Source: an optimization exercise on an open RTL-to-GDS flow (aim: small area). Production flows keep margins and buffers that such runs may drop. The RTL was checked by simulation tests, not by an equivalence proof against the original design.

==> raven <==
## traccar_fcb
module traccar_fcb (
    input  wire        clk,
    input  wire        rst,       
    input  wire        bus_en,    
    input  wire        bus_we,    
    input  wire [5:0]  addr,      
    input  wire [31:0] wdata,
    output reg  [31:0] rdata
);
clock: 15.0 ns
lec_check: 0
cap_margin: 20
core_margin: 2
core_utilization: 40
cts_cluster_diameter: 100
cts_cluster_size: 20
slew_margin: 20
standard.sh (not shown) runs the stock make flow with config.mk's settings and CLKGATE_MAP_FILE= SYNTH_SCRIPT=/design/flow/synth_recipe.tcl, a recipe that flattens the netlist after the stock synthesis.
==> flow/flow/run.sh <==
#!/bin/bash
# Layout flow: the standard flow (standard synthesis, floorplan, power
# grid, placement, CTS, routing) with two changes:
#  - the port buffers that placement inserts on every input and output are
#    sky130_fd_sc_hd__buf_1 cells;
#  - clock tree synthesis clusters up to 20 sinks within 100 um per leaf
#    buffer and inserts no dummy loads.
# The whole flow's output goes to flow_standard.log in this folder; each ORFS
# step also writes its own log under orfs/logs/.
set -euo pipefail
export BUFFER_PORTS_ARGS="-buffer_cell sky130_fd_sc_hd__buf_1"
export CTS_ARGS="-sink_clustering_enable -repair_clock_nets -sink_clustering_size 20 -sink_clustering_max_diameter 100 -dont_use_dummy_load"
bash standard.sh > flow_standard.log 2>&1
==> fjord: changes against raven <==
- CORE_UTILIZATION: 40 -> 55
- PLACE_DENSITY: not set -> 0.65
==> umber: changes against raven <==
--- a/flow/design.v
+++ b/flow/design.v
@@ -108,25 +108,95 @@
     wire wa_rsz  = wr & (addr == A_RSZ);
     wire wa_decl = wr & (addr == A_DECL);
     wire wa_vin  = wr & (addr == A_VIN);
     wire wa_vcfg = wr & (addr == A_VCFG);
     wire [79:0] img_var = {t_tid, t_off, t_size};
-    reg  [15:0] img_crc;
-    integer ci;
-    always @(*) begin
-        img_crc = 16'h0000;
-        img_crc = crc_step(img_crc, 8'h0C);
-        img_crc = crc_step(img_crc, 8'h01);
-        img_crc = crc_step(img_crc, 8'h0D);
-        img_crc = crc_step(img_crc, 8'h00);
-        img_crc = crc_step(img_crc, 8'h00);
-        img_crc = crc_step(img_crc, 8'h00);
-        img_crc = crc_step(img_crc, 8'h0B);
-        img_crc = crc_step(img_crc, 8'h02);
-        for (ci = 0; ci < 10; ci = ci + 1)
-            img_crc = crc_step(img_crc, img_var[79 - 8*ci -: 8]);
-    end
+    wire [15:0] cr;
+    wire cx80 = img_var[78] ^ img_var[44];
+    wire cx81 = img_var[47] ^ img_var[46];
+    wire cx82 = img_var[33] ^ img_var[32];
+    wire cx83 = img_var[75] ^ img_var[73];
+    wire cx84 = img_var[39] ^ img_var[24];
+    wire cx85 = img_var[77] ^ img_var[65];
+    wire cx86 = img_var[66] ^ img_var[48];
+    wire cx87 = img_var[45] ^ img_var[9];
+    wire cx88 = img_var[10] ^ cx80;
+    wire cx89 = cx85 ^ cx87;
+    wire cx90 = img_var[79] ^ img_var[67];
+    wire cx91 = img_var[29] ^ cx81;
+    wire cx92 = img_var[11] ^ cx90;
+    wire cx93 = img_var[68] ^ img_var[64];
+    wire cx94 = img_var[12] ^ cx93;
+    wire cx95 = img_var[31] ^ cx82;
+    wire cx96 = img_var[34] ^ img_var[16];
+    wire cx97 = img_var[71] ^ img_var[53];
+    wire cx98 = img_var[74] ^ img_var[72];
+    wire cx99 = img_var[56] ^ img_var[54];
+    wire cx100 = img_var[36] ^ img_var[35];
+    wire cx101 = img_var[55] ^ cx83;
+    wire cx102 = img_var[38] ^ img_var[37];
+    wire cx103 = img_var[59] ^ img_var[41];
+    wire cx104 = img_var[22] ^ cx84;
+    wire cx105 = img_var[25] ^ img_var[23];
+    wire cx106 = img_var[60] ^ img_var[43];
+    wire cx107 = img_var[28] ^ cx86;
+    wire cx108 = img_var[26] ^ cx89;
+    wire cx109 = cx88 ^ cx107;
+    wire cx110 = img_var[66] ^ img_var[49];
+    wire cx111 = img_var[45] ^ cx92;
+    wire cx112 = img_var[50] ^ img_var[30];
+    wire cx113 = cx94 ^ cx112;
+    wire cx114 = img_var[69] ^ img_var[65];
+    wire cx115 = img_var[51] ^ img_var[13];
+    wire cx116 = cx91 ^ cx95;
+    wire cx117 = cx115 ^ cx116;
+    wire cx118 = img_var[70] ^ img_var[52];
+    wire cx119 = img_var[14] ^ cx96;
+    wire cx120 = img_var[70] ^ cx97;
+    wire cx121 = img_var[67] ^ img_var[15];
+    wire cx122 = img_var[34] ^ img_var[17];
+    wire cx123 = img_var[71] ^ cx98;
+    wire cx124 = img_var[68] ^ img_var[0];
+    wire cx125 = img_var[18] ^ cx100;
+    wire cx126 = cx99 ^ cx123;
+    wire cx127 = img_var[69] ^ img_var[57];
+    wire cx128 = img_var[56] ^ cx101;
+    wire cx129 = img_var[1] ^ cx127;
+    wire cx130 = img_var[76] ^ img_var[58];
+    wire cx131 = img_var[40] ^ cx130;
+    wire cx132 = img_var[20] ^ cx102;
+    wire cx133 = img_var[77] ^ img_var[21];
+    wire cx134 = img_var[58] ^ cx103;
+    wire cx135 = img_var[19] ^ img_var[3];
+    wire cx136 = img_var[76] ^ img_var[59];
+    wire cx137 = img_var[42] ^ img_var[4];
+    wire cx138 = cx104 ^ cx137;
+    wire cx139 = img_var[79] ^ cx105;
+    wire cx140 = img_var[61] ^ img_var[57];
+    wire cx141 = img_var[5] ^ cx140;
+    wire cx142 = img_var[64] ^ img_var[25];
+    wire cx143 = img_var[62] ^ img_var[6];
+    wire cx144 = img_var[8] ^ cx142;
+    wire cx145 = img_var[63] ^ img_var[27];
+    wire cx146 = img_var[7] ^ cx145;
+    assign cr[4] = img_var[72] ^ img_var[47] ^ img_var[30] ^ img_var[13] ^ cx82 ^ cx86 ^ cx114 ^ cx118 ^ cx119;
+    assign cr[9] = img_var[39] ^ img_var[36] ^ img_var[2] ^ cx83 ^ cx102 ^ cx120 ^ cx133 ^ cx134 ^ cx135;
+    assign cr[8] = img_var[2] ^ cx98 ^ cx118 ^ cx125 ^ cx129 ^ cx131 ^ cx132;
+    assign cr[2] = img_var[62] ^ img_var[32] ^ img_var[28] ^ cx81 ^ cx111 ^ cx113;
+    assign cr[5] = img_var[73] ^ img_var[35] ^ img_var[14] ^ cx95 ^ cx110 ^ cx120 ^ cx121 ^ cx122;
+    assign cr[12] = img_var[74] ^ img_var[26] ^ cx80 ^ cx104 ^ cx131 ^ cx141 ^ cx143 ^ cx144;
+    assign cr[1] = img_var[61] ^ img_var[27] ^ cx88 ^ cx91 ^ cx110 ^ cx111;
+    assign cr[3] = img_var[63] ^ cx94 ^ cx114 ^ cx117;
+    assign cr[15] = img_var[49] ^ img_var[21] ^ img_var[17] ^ img_var[15] ^ img_var[8] ^ img_var[7] ^ img_var[6] ^ img_var[5] ^ img_var[0] ^ cx92 ^ cx97 ^ cx99 ^ cx101 ^ cx103 ^ cx105 ^ cx109 ^ cx113 ^ cx117 ^ cx119 ^ cx135 ^ cx138 ^ cr[8];
+    assign cr[11] = img_var[38] ^ img_var[4] ^ cx84 ^ cx106 ^ cx128 ^ cx133 ^ cx139 ^ cx141;
+    assign cr[0] = img_var[46] ^ cx106 ^ cx108 ^ cx109 ^ cr[15];
+    assign cr[6] = img_var[50] ^ img_var[33] ^ cx96 ^ cx121 ^ cx124 ^ cx125 ^ cx126;
+    assign cr[7] = img_var[51] ^ img_var[37] ^ img_var[19] ^ cx100 ^ cx122 ^ cx124 ^ cx128 ^ cx129;
+    assign cr[14] = img_var[44] ^ img_var[43] ^ img_var[42] ^ cx89 ^ cx136 ^ cx144 ^ cx146 ^ cr[15];
+    assign cr[10] = img_var[78] ^ img_var[60] ^ img_var[3] ^ cx126 ^ cx132 ^ cx136 ^ cx138;
+    assign cr[13] = img_var[75] ^ img_var[24] ^ cx108 ^ cx134 ^ cx139 ^ cx143 ^ cx146;
+    wire [15:0] img_crc = cr ^ 16'h35B8;
     wire [15:0] crc_cur = crc_virt ? img_crc : crc_acc;
     genvar gi;
     wire [31:0] x_sum;
     wire [16:0] xs_c, xt_c;
     wire [15:0] x_t;
==> flow_summary.ini <==
[status]
outcome = complete, no violations

[floorplan]
start_util = 0.405
tap_cells = 864

[setup_path]
worst-path-max-fanout = 25

[final_layout]
bufAreaShareNonClock = 0.0307

[global_route]
grtUsageMet1 = 0.554
That was umber.
==> flow_summary.ini <==
[status]
outcome = complete, no violations

[floorplan]
start_util = 0.560
tap_cells = 615

[setup_path]
worst-path-max-fanout = 17

[global_route]
grtUsageMet1 = 0.630
That was fjord.
==> flow_summary.ini <==
[global_route]
grtUsageMet1 = 0.495

[floorplan]
start_util = 0.402

[setup_path]
worstPathRequired_ns = 15.51
worst-path-max-fanout = 38

[final_layout]
n_all_buffers = 146
bufAreaShareNonClock = 0.0282

[status]
outcome = complete, no violations
That was raven.

-- separate check: timing with driven ports --
No port has a modelled driver above. Below, the same layouts with a new extraction and two added sets of constraints.
Step 1: set_driving_cell puts a clkbuf_16 on clk and a buf_2 on each other input, an assumption about the parent block.
Step 2 also shifts input and output timing later by t, the mid clock arrival at the registers, as if the neighbouring blocks saw the same clock.
Three values: ideal ports, drivers, drivers and shift; two values: the first two.
run | shift t [ns] | setup WS [ns] | worst setup path after step 2 | worst data-port slew with drivers (ns) | cell pins on the clock port's net
raven | 0.676 | 2.046 / 2.081 / 1.405 | input to register | 0.06 | 1
fjord | 0.660 | 2.174 / 2.212 / 1.552 | input to register | 0.07 | 1
umber | 0.694 | 2.219 / 2.248 / 1.554 | input to register | 0.06 | 1
After both steps every run listed still meets setup and hold. For umber, which loses most, drivers alone change the setup slack by +0.029 ns; drivers and shift together by -0.665 ns.
